What follows belongs to an exercise in optimizing a design on an open flow for small area; a production flow would make more cautious choices.
In this exercise RTL edits were held to simulation tests only and were not proved equivalent to the original.
Power figures rest on the tool's default switching activity, not on a simulated workload.

// pjon_rx
module pjon_rx (
    input  wire        clk,
    input  wire        rst_n,           
    input  wire        cmd_valid,
    input  wire [31:0] cmd,
    input  wire [2:0]  ev_clr,
    input  wire        cfg_shared,
    input  wire        cfg_simplex,
    input  wire        cfg_router,
    input  wire [7:0]  device_id,
    input  wire [31:0] bus_id,
    input  wire [2:0]  irq_en,
    output reg  [2:0]  result_code,
    output reg         ev_deliver,
    output reg         ev_resp_valid,
    output reg         ev_overrun,
    output wire        rx_active,
    output wire        irq,
    output wire [31:0] result,
    output wire [7:0]  resp,
    output reg  [7:0]  meta_rx_id,
    output reg  [7:0]  meta_tx_id,
    output reg  [31:0] meta_rx_bus,
    output reg  [31:0] meta_tx_bus,
    output reg  [15:0] meta_header,
    output wire [15:0] rx_length,
    output wire [15:0] rx_count,
    output wire [15:0] rx_payoff,
    output wire [15:0] rx_paylen,
    output reg  [7:0]  crc8_acc,
    output wire [31:0] crc32_acc
);
export LEC_CHECK = 0
export CAP_MARGIN = 20
export CORE_MARGIN = 2
export CORE_UTILIZATION = 40
export SLEW_MARGIN = 20
create_clock -name core_clock -period 12.0 [get_ports {clk}]
standard.sh (not shown) runs the stock make flow with config.mk's settings and CLKGATE_MAP_FILE= SYNTH_SCRIPT=/design/flow/synth_recipe.tcl, a recipe that flattens the netlist after the stock synthesis.
==> flow/flow/run.sh <==
#!/bin/bash
# Own layout flow: the standard ORFS flow (standard.sh) with these changes
#  - synthesis maps logic with an area-oriented ABC script (flow/abc_map.script,
#    an &deepsyn pass of up to 200 s, then area mapping with don't-care
#    resynthesis)
#    instead of ORFS's delay-oriented one, and leaves adders to ABC instead of
#    mapping them to half/full adder cells first; the rest of synthesis, and
#    so the registers, are unchanged;
#  - ports are buffered with buf_1 instead of the default buffer pick;
#  - the constant outputs share synthesis's single tie cell (no per-port
#    tie cells);
#  - the clock tree uses small clock buffers in sink clusters of up to 10,
#    without dummy loads.
# Each tool's output goes to a log file in this folder.
set -euo pipefail
W=$(pwd)
rm -rf "$W/scripts_mod"
cp -r "$FLOW_HOME/scripts" "$W/scripts_mod"
cp "$W/flow/abc_map.script" "$W/scripts_mod/abc_speed.script"
CTS="-sink_clustering_enable -repair_clock_nets -dont_use_dummy_load -sink_clustering_size 10 -sink_clustering_max_diameter 40 -buf_list {sky130_fd_sc_hd__clkbuf_2 sky130_fd_sc_hd__clkbuf_4}"
bash standard.sh \
  SCRIPTS_DIR="$W/scripts_mod" \
  ADDER_MAP_FILE= \
  SKIP_REPAIR_TIE_FANOUT=1 \
  BUFFER_PORTS_ARGS="-buffer_cell sky130_fd_sc_hd__buf_1" \
  CTS_ARGS="$CTS" \
  finish > "$W/standard_flow.log" 2>&1
==> flow/flow/abc_map.script <==
strash
dc2
&get -n
&deepsyn -J 100 -T 200
&put
dch -f
map -a
mfs2
strash
dc2
dch -f
map -a
mfs2
strash
dc2
dch -f
map -a
topo
The baseline passed the timing, design-rule and antenna checks.
Rerun with:
--- a/flow/flow/run.sh
+++ b/flow/flow/run.sh
@@ -1,6 +1,5 @@
 #!/bin/bash
-# Own layout flow: the standard ORFS flow (standard.sh) with these changes
+# Own layout flow: the standard ORFS flow (standard.sh) with three changes
 #  - synthesis maps logic with an area-oriented ABC script (flow/abc_map.script,
-#    an &deepsyn pass of up to 200 s, then area mapping with don't-care
-#    resynthesis)
+#    a 30 s &deepsyn pass, then area mapping with don't-care resynthesis)
 #    instead of ORFS's delay-oriented one, and leaves adders to ABC instead of
@@ -9,4 +8,2 @@
 #  - ports are buffered with buf_1 instead of the default buffer pick;
-#  - the constant outputs share synthesis's single tie cell (no per-port
-#    tie cells);
 #  - the clock tree uses small clock buffers in sink clusters of up to 10,
==> flow/flow/abc_map.script (replaced) <==
strash
dc2
&get -n
&deepsyn -T 30
&put
dch -f
map -a
mfs2
strash
dc2
dch -f
map -a
mfs2
strash
dc2
dch -f
map -a
topo
Routed wire length increases by 6.7%; via count increases by 1.1%; utilization increases by 0.24 points; setup slack degrades by 0.0082 ns; final area increases by 0.77%; critical path depth decreases by 2; combinational power increases by 76%.
Rerun with:
--- a/flow/config.mk
+++ b/flow/config.mk
@@ -10,2 +10,3 @@
 export CORE_UTILIZATION = 40
+export GPL_TIMING_DRIVEN = 0
 export SLEW_MARGIN = 20
Outcome: The new run completed without violations. Power stays flat. Combinational power goes up by about 4%. First-iteration DRC count goes up by 2.1%. Final cell count goes up by 0.84%. Sequential share of layout area goes down by 0.87 points.
Rerun with:
--- a/flow/flow/run.sh
+++ b/flow/flow/run.sh
@@ -16,3 +16,3 @@
 cp "$W/flow/abc_map.script" "$W/scripts_mod/abc_speed.script"
-CTS="-sink_clustering_enable -repair_clock_nets -dont_use_dummy_load -sink_clustering_size 10 -sink_clustering_max_diameter 40 -buf_list {sky130_fd_sc_hd__clkbuf_2 sky130_fd_sc_hd__clkbuf_4}"
+CTS="-sink_clustering_enable -repair_clock_nets -dont_use_dummy_load -sink_clustering_size 10 -sink_clustering_max_diameter 55 -buf_list {sky130_fd_sc_hd__clkbuf_2 sky130_fd_sc_hd__clkbuf_4}"
 bash standard.sh \
--- a/flow/config.mk
+++ b/flow/config.mk
@@ -10,3 +10,2 @@
 export CORE_UTILIZATION = 40
-export GPL_TIMING_DRIVEN = 0
 export SLEW_MARGIN = 20
Effect:
- The new run completed without violations
- total power falls by a few percent
- worst hold slack stays flat
- utilization came out lower by 1.1 points
- worst setup slack gains 0.95 ns
Rerun with:
--- a/flow/flow/run.sh
+++ b/flow/flow/run.sh
@@ -1,5 +1,6 @@
 #!/bin/bash
-# Own layout flow: the standard ORFS flow (standard.sh) with three changes
+# Own layout flow: the standard ORFS flow (standard.sh) with these changes
 #  - synthesis maps logic with an area-oriented ABC script (flow/abc_map.script,
-#    a 30 s &deepsyn pass, then area mapping with don't-care resynthesis)
+#    an &deepsyn pass of up to 200 s, then area mapping with don't-care
+#    resynthesis)
 #    instead of ORFS's delay-oriented one, and leaves adders to ABC instead of
@@ -8,2 +9,4 @@
 #  - ports are buffered with buf_1 instead of the default buffer pick;
+#  - the constant outputs share synthesis's single tie cell (no per-port
+#    tie cells);
 #  - the clock tree uses small clock buffers in sink clusters of up to 10,
@@ -16,3 +19,3 @@
 cp "$W/flow/abc_map.script" "$W/scripts_mod/abc_speed.script"
-CTS="-sink_clustering_enable -repair_clock_nets -dont_use_dummy_load -sink_clustering_size 10 -sink_clustering_max_diameter 55 -buf_list {sky130_fd_sc_hd__clkbuf_2 sky130_fd_sc_hd__clkbuf_4}"
+CTS="-sink_clustering_enable -repair_clock_nets -dont_use_dummy_load -sink_clustering_size 10 -sink_clustering_max_diameter 45 -buf_list {sky130_fd_sc_hd__clkbuf_2 sky130_fd_sc_hd__clkbuf_4}"
 bash standard.sh \
==> flow/flow/abc_map.script (replaced) <==
strash
dc2
&get -n
&deepsyn -J 100 -T 200
&put
dch -f
map -a
mfs2
strash
dc2
dch -f
map -a
mfs2
strash
dc2
dch -f
map -a
topo
--- a/flow/config.mk
+++ b/flow/config.mk
@@ -7,5 +7,5 @@
 export LEC_CHECK = 0
-export CAP_MARGIN = 20
+export CAP_MARGIN = 0
 export CORE_MARGIN = 2
 export CORE_UTILIZATION = 40
-export SLEW_MARGIN = 20
+export SLEW_MARGIN = 0
Core utilization is lower by 0.11 points.
Global-route usage is lower by 0.81 points.
First-iteration DRC count is lower by 5.5%.
Wire length is lower by 5.8%.
Flip-flop and latch count is unchanged.
Final cell count is higher by 1.3%.
Rerun with:
==> flow/flow/run.sh (replaced) <==
#!/bin/bash
# Own layout flow: the standard ORFS flow (standard.sh) with three changes
#  - synthesis maps logic with an area-oriented ABC script (flow/abc_map.script,
#    a 30 s &deepsyn pass, then area mapping with don't-care resynthesis)
#    instead of ORFS's delay-oriented one, and leaves adders to ABC instead of
#    mapping them to half/full adder cells first; the rest of synthesis, and
#    so the registers, are unchanged;
#  - ports are buffered with buf_1 instead of the default buffer pick;
#  - the clock tree uses small clock buffers in sink clusters of up to 10,
#    without dummy loads.
# Each tool's output goes to a log file in this folder.
set -euo pipefail
W=$(pwd)
rm -rf "$W/scripts_mod"
cp -r "$FLOW_HOME/scripts" "$W/scripts_mod"
cp "$W/flow/abc_map.script" "$W/scripts_mod/abc_speed.script"
CTS="-sink_clustering_enable -repair_clock_nets -dont_use_dummy_load -sink_clustering_size 10 -sink_clustering_max_diameter 40 -buf_list {sky130_fd_sc_hd__clkbuf_2 sky130_fd_sc_hd__clkbuf_4}"
bash standard.sh \
  SCRIPTS_DIR="$W/scripts_mod" \
  ADDER_MAP_FILE= \
  SKIP_REPAIR_TIE_FANOUT=1 \
  BUFFER_PORTS_ARGS="-buffer_cell sky130_fd_sc_hd__buf_1" \
  CTS_ARGS="$CTS" \
  finish > "$W/standard_flow.log" 2>&1
==> flow/flow/abc_map.script (replaced) <==
strash
dc2
&get -n
&deepsyn -T 30
&put
dch -f
map -a
mfs2
strash
dc2
dch -f
map -a
mfs2
strash
dc2
dch -f
map -a
topo
--- a/flow/config.mk
+++ b/flow/config.mk
@@ -7,5 +7,6 @@
 export LEC_CHECK = 0
-export CAP_MARGIN = 0
+export CAP_MARGIN = 20
 export CORE_MARGIN = 2
 export CORE_UTILIZATION = 40
-export SLEW_MARGIN = 0
+export PLACE_DENSITY = 0.8
+export SLEW_MARGIN = 20
After rerunning: Clock power increases by a few percent. Maximum frequency falls slightly. Global-route usage goes down by 0.15 points. Critical path depth shrinks by 1.

========
pjon_rx again, from the RTL that the note above started with.
export LEC_CHECK = 0
export CAP_MARGIN = 0
export CORE_MARGIN = 2
export CORE_UTILIZATION = 40
export SLEW_MARGIN = 0
create_clock -name core_clock -period 12.0 [get_ports {clk}]
==> flow/flow/run.sh <==
#!/bin/bash
# Own layout flow: the standard ORFS flow (standard.sh) with three changes
#  - synthesis maps logic with an area-oriented ABC script (flow/abc_map.script,
#    a 30 s &deepsyn pass, then area mapping with don't-care resynthesis)
#    instead of ORFS's delay-oriented one, and leaves adders to ABC instead of
#    mapping them to half/full adder cells first; the rest of synthesis, and
#    so the registers, are unchanged;
#  - ports are buffered with buf_1 instead of the default buffer pick;
#  - the clock tree uses small clock buffers in sink clusters of up to 10,
#    without dummy loads.
# Each tool's output goes to a log file in this folder.
set -euo pipefail
W=$(pwd)
rm -rf "$W/scripts_mod"
cp -r "$FLOW_HOME/scripts" "$W/scripts_mod"
cp "$W/flow/abc_map.script" "$W/scripts_mod/abc_speed.script"
CTS="-sink_clustering_enable -repair_clock_nets -dont_use_dummy_load -sink_clustering_size 10 -sink_clustering_max_diameter 40 -buf_list {sky130_fd_sc_hd__clkbuf_2 sky130_fd_sc_hd__clkbuf_4}"
bash standard.sh \
  SCRIPTS_DIR="$W/scripts_mod" \
  ADDER_MAP_FILE= \
  SKIP_REPAIR_TIE_FANOUT=1 \
  BUFFER_PORTS_ARGS="-buffer_cell sky130_fd_sc_hd__buf_1" \
  CTS_ARGS="$CTS" \
  finish > "$W/standard_flow.log" 2>&1
==> flow/flow/abc_map.script <==
strash
dc2
&get -n
&deepsyn -T 30
&put
dch -f
map -a
mfs2
strash
dc2
dch -f
map -a
mfs2
strash
dc2
dch -f
map -a
topo
Then changed:
--- a/flow/flow/run.sh
+++ b/flow/flow/run.sh
@@ -15,5 +15,5 @@
 cp -r "$FLOW_HOME/scripts" "$W/scripts_mod"
 cp "$W/flow/abc_map.script" "$W/scripts_mod/abc_speed.script"
-CTS="-sink_clustering_enable -repair_clock_nets -dont_use_dummy_load -sink_clustering_size 10 -sink_clustering_max_diameter 40 -buf_list {sky130_fd_sc_hd__clkbuf_2 sky130_fd_sc_hd__clkbuf_4}"
+CTS="-sink_clustering_enable -repair_clock_nets -dont_use_dummy_load -sink_clustering_size 12 -sink_clustering_max_diameter 40 -buf_list {sky130_fd_sc_hd__clkbuf_2 sky130_fd_sc_hd__clkbuf_4}"
 bash standard.sh \
   SCRIPTS_DIR="$W/scripts_mod" \
CAP_MARGIN = 20   (was 0)
SLEW_MARGIN = 20   (was 0)
What happened:
- global-route usage stays flat
- sequential power barely changes
- non-clock buffer count goes up by 1
- first-iteration DRC count goes down by 3.7%
- setup slack is better by 0.021 ns
- clock skew barely changes
- utilization barely changes
- die area stays the same
- clock power goes down by about 3%
- synthesized area does not change
- routed wire length goes down by 0.70%

========
Starting RTL as in the previous note.
==> flow/config.mk <==
export PLATFORM = sky130hd
export DESIGN_NAME = pjon_rx
export DESIGN_NICKNAME = pjon_rx
export VERILOG_FILES = /design/flow/design.v
export SDC_FILE = /design/flow/constraint.sdc
export NUM_CORES = 4
export LEC_CHECK = 0
export CAP_MARGIN = 20
export CORE_MARGIN = 2
export CORE_UTILIZATION = 40
export SLEW_MARGIN = 20
==> flow/constraint.sdc <==
create_clock -name core_clock -period 12.0 [get_ports {clk}]
set_input_delay 2.4000 -clock core_clock [delete_from_list [all_inputs] [get_ports {clk}]]
set_output_delay 2.4000 -clock core_clock [all_outputs]
set_load 0.01 [all_outputs]
==> flow/flow/run.sh <==
#!/bin/bash
# Own layout flow: the standard ORFS flow (standard.sh) with three changes
#  - synthesis maps logic with an area-oriented ABC script (flow/abc_map.script,
#    a 30 s &deepsyn pass, then area mapping with don't-care resynthesis)
#    instead of ORFS's delay-oriented one, and leaves adders to ABC instead of
#    mapping them to half/full adder cells first; the rest of synthesis, and
#    so the registers, are unchanged;
#  - ports are buffered with buf_1 instead of the default buffer pick;
#  - the clock tree uses small clock buffers in sink clusters of up to 10,
#    without dummy loads.
# Each tool's output goes to a log file in this folder.
set -euo pipefail
W=$(pwd)
rm -rf "$W/scripts_mod"
cp -r "$FLOW_HOME/scripts" "$W/scripts_mod"
cp "$W/flow/abc_map.script" "$W/scripts_mod/abc_speed.script"
CTS="-sink_clustering_enable -repair_clock_nets -dont_use_dummy_load -sink_clustering_size 10 -sink_clustering_max_diameter 70 -buf_list {sky130_fd_sc_hd__clkbuf_2 sky130_fd_sc_hd__clkbuf_4}"
bash standard.sh \
  SCRIPTS_DIR="$W/scripts_mod" \
  ADDER_MAP_FILE= \
  SKIP_REPAIR_TIE_FANOUT=1 \
  BUFFER_PORTS_ARGS="-buffer_cell sky130_fd_sc_hd__buf_1" \
  CTS_ARGS="$CTS" \
  finish > "$W/standard_flow.log" 2>&1
Scripts as last shown in full above: flow/flow/abc_map.script
Then changed:
--- a/flow/flow/run.sh
+++ b/flow/flow/run.sh
@@ -17 +17 @@
-CTS="-sink_clustering_enable -repair_clock_nets -dont_use_dummy_load -sink_clustering_size 10 -sink_clustering_max_diameter 70 -buf_list {sky130_fd_sc_hd__clkbuf_2 sky130_fd_sc_hd__clkbuf_4}"
+CTS="-sink_clustering_enable -repair_clock_nets -dont_use_dummy_load -sink_clustering_size 10 -sink_clustering_max_diameter 40 -buf_list {sky130_fd_sc_hd__clkbuf_1 sky130_fd_sc_hd__clkbuf_2 sky130_fd_sc_hd__clkbuf_4}"
Non-clock buffer count is unchanged. Sequential power hardly moves. Cell count went up slightly. Setup slack gains 0.027 ns. Global-route usage stays flat.
Then changed:
--- a/flow/flow/run.sh
+++ b/flow/flow/run.sh
@@ -2 +2 @@
-# Own layout flow: the standard ORFS flow (standard.sh) with three changes
+# Own layout flow: the standard ORFS flow (standard.sh) with these changes
@@ -4 +4,2 @@
-#    a 30 s &deepsyn pass, then area mapping with don't-care resynthesis)
+#    an &deepsyn pass of up to 200 s, then area mapping with don't-care
+#    resynthesis)
@@ -8,0 +10,2 @@
+#  - the constant outputs share synthesis's single tie cell (no per-port
+#    tie cells);
@@ -17 +20 @@
-CTS="-sink_clustering_enable -repair_clock_nets -dont_use_dummy_load -sink_clustering_size 10 -sink_clustering_max_diameter 40 -buf_list {sky130_fd_sc_hd__clkbuf_1 sky130_fd_sc_hd__clkbuf_2 sky130_fd_sc_hd__clkbuf_4}"
+CTS="-sink_clustering_enable -repair_clock_nets -dont_use_dummy_load -sink_clustering_size 10 -sink_clustering_max_diameter 45 -buf_list {sky130_fd_sc_hd__clkbuf_2 sky130_fd_sc_hd__clkbuf_4}"
--- a/flow/flow/abc_map.script
+++ b/flow/flow/abc_map.script
@@ -4 +4 @@
-&deepsyn -T 30
+&deepsyn -J 100 -T 200
Fmax went up slightly.
Power went down by a little under a tenth.
Global-route usage went down by 1.1 points.
Cell area went down slightly.
Die area went down slightly.
Worst setup slack improved by 0.036 ns.
Via count went down slightly.
Utilization went down by 0.31 points.
Combinational power went down by well over a third.
Then changed:
--- a/flow/flow/run.sh
+++ b/flow/flow/run.sh
@@ -2 +2 @@
-# Own layout flow: the standard ORFS flow (standard.sh) with these changes
+# Own layout flow: the standard ORFS flow (standard.sh) with three changes
@@ -4,2 +4 @@
-#    an &deepsyn pass of up to 200 s, then area mapping with don't-care
-#    resynthesis)
+#    a 30 s &deepsyn pass, then area mapping with don't-care resynthesis)
@@ -10,2 +8,0 @@
-#  - the constant outputs share synthesis's single tie cell (no per-port
-#    tie cells);
@@ -20 +17 @@
-CTS="-sink_clustering_enable -repair_clock_nets -dont_use_dummy_load -sink_clustering_size 10 -sink_clustering_max_diameter 45 -buf_list {sky130_fd_sc_hd__clkbuf_2 sky130_fd_sc_hd__clkbuf_4}"
+CTS="-sink_clustering_enable -repair_clock_nets -dont_use_dummy_load -sink_clustering_size 10 -sink_clustering_max_diameter 40 -buf_list {sky130_fd_sc_hd__clkbuf_2 sky130_fd_sc_hd__clkbuf_4}"
@@ -24 +20,0 @@
-  SKIP_REPAIR_TIE_FANOUT=1 \
--- a/flow/flow/abc_map.script
+++ b/flow/flow/abc_map.script
@@ -4 +4 @@
-&deepsyn -J 100 -T 200
+&deepsyn -T 30
Result: The changed run went through all stages and came out clean. Sequential cell count is unchanged. Combinational power rises by 76%. Setup slack loses 0.041 ns. Via count rises by 0.70%. Total power rises by 7.4%.
Then changed:
--- a/flow/flow/run.sh
+++ b/flow/flow/run.sh
@@ -2 +2 @@
-# Own layout flow: the standard ORFS flow (standard.sh) with three changes
+# Own layout flow: the standard ORFS flow (standard.sh) with these changes
@@ -4 +4,2 @@
-#    a 30 s &deepsyn pass, then area mapping with don't-care resynthesis)
+#    an &deepsyn pass of up to 200 s, then area mapping with don't-care
+#    resynthesis)
@@ -9 +10,4 @@
-#  - the clock tree uses small clock buffers in sink clusters of up to 10,
+#  - the constant outputs share synthesis's single tie cell (no per-port
+#    tie cells);
+#  - the clock tree uses small clock buffers in sink clusters of up to 10
+#    sinks and 45 um,
@@ -17 +21 @@
-CTS="-sink_clustering_enable -repair_clock_nets -dont_use_dummy_load -sink_clustering_size 10 -sink_clustering_max_diameter 40 -buf_list {sky130_fd_sc_hd__clkbuf_2 sky130_fd_sc_hd__clkbuf_4}"
+CTS="-sink_clustering_enable -repair_clock_nets -dont_use_dummy_load -sink_clustering_size 10 -sink_clustering_max_diameter 45 -buf_list {sky130_fd_sc_hd__clkbuf_2 sky130_fd_sc_hd__clkbuf_4}"
@@ -20,0 +25 @@
+  SKIP_REPAIR_TIE_FANOUT=1 \
--- a/flow/flow/abc_map.script
+++ b/flow/flow/abc_map.script
@@ -4 +4 @@
-&deepsyn -T 30
+&deepsyn -J 100 -T 200
CAP_MARGIN = 0   (was 20)
SLEW_MARGIN = 0   (was 20)
The changed run completed without violations.
Routed wire length falls by a few percent.
Non-clock buffer count stays the same.
Synthesized cell count rose slightly.
Clock-buffer cell count falls by 4.
Worst setup slack got worse by 0.053 ns.
Core utilization goes down by 0.64 points.
Cell count fell slightly.

[afterwards: timing with drivers on the ports]
How much do the figures lean on ideal ports? The routed layouts below were timed once more, with nothing changed but the port constraints. Step 1 (the two cells are an assumption about what drives the block):
set clk [get_ports {clk}]
set_driving_cell -lib_cell sky130_fd_sc_hd__clkbuf_16 $clk
set_driving_cell -lib_cell sky130_fd_sc_hd__buf_2 [delete_from_list [all_inputs] $clk]
Step 2, shift: input delay + t, output delay - t, t = (earliest + latest rising clock arrival at the registers) / 2. This alone moves slack from input paths to output paths. a / b / c = ideal ports / drivers / drivers and shift; a / b = the first two.
| run | t, ns | setup WS [ns] | worst hold slack (ns) | worst register clock-pin slew, ns |
|---|---|---|---|---|
| the first run of note 1 | 0.737 | 5.196 / 5.205 / 4.468 | 0.446 / 0.446 / 0.446 | 0.12 / 0.12 |
| the second run of note 1 | 0.808 | 5.187 / 5.160 / 4.351 | 0.407 / 0.407 / 0.407 | 0.12 / 0.12 |
| the third run of note 1 | 0.781 | 4.127 / 4.127 / 3.574 | 0.444 / 0.444 / 0.444 | 0.11 / 0.11 |
| the fourth run of note 1 | 0.710 | 5.081 / 5.057 / 4.347 | 0.447 / 0.447 / 0.447 | 0.12 / 0.12 |
| the fifth run of note 1 | 0.730 | 5.130 / 5.154 / 4.423 | 0.452 / 0.452 / 0.452 | 0.12 / 0.12 |
| the sixth run of note 1 | 0.786 | 5.045 / 5.069 / 4.283 | 0.411 / 0.411 / 0.411 | 0.11 / 0.11 |
| the first run of note 2 | 0.804 | 5.102 / 5.077 / 4.272 | 0.451 / 0.451 / 0.451 | 0.12 / 0.12 |
| the second run of note 2 | 0.802 | 5.123 / 5.088 / 4.286 | 0.438 / 0.438 / 0.438 | 0.12 / 0.12 |
| the first run of note 3 | 0.778 | 5.160 / 5.135 / 4.356 | 0.450 / 0.450 / 0.450 | 0.12 / 0.12 |
| the second run of note 3 | 0.808 | 5.187 / 5.160 / 4.351 | 0.407 / 0.407 / 0.407 | 0.12 / 0.12 |
| the third run of note 3 | 0.727 | 5.224 / 5.235 / 4.508 | 0.445 / 0.445 / 0.445 | 0.12 / 0.12 |
| the fourth run of note 3 | 0.728 | 5.183 / 5.211 / 4.483 | 0.405 / 0.405 / 0.405 | 0.11 / 0.11 |
| the fifth run of note 3 | 0.730 | 5.130 / 5.154 / 4.423 | 0.452 / 0.452 / 0.452 | 0.12 / 0.12 |
After both steps setup and hold are still met in every run listed. The setup slack of the second run of note 2, which loses most, moves by -0.035 ns with the drivers and by -0.837 ns with both steps.
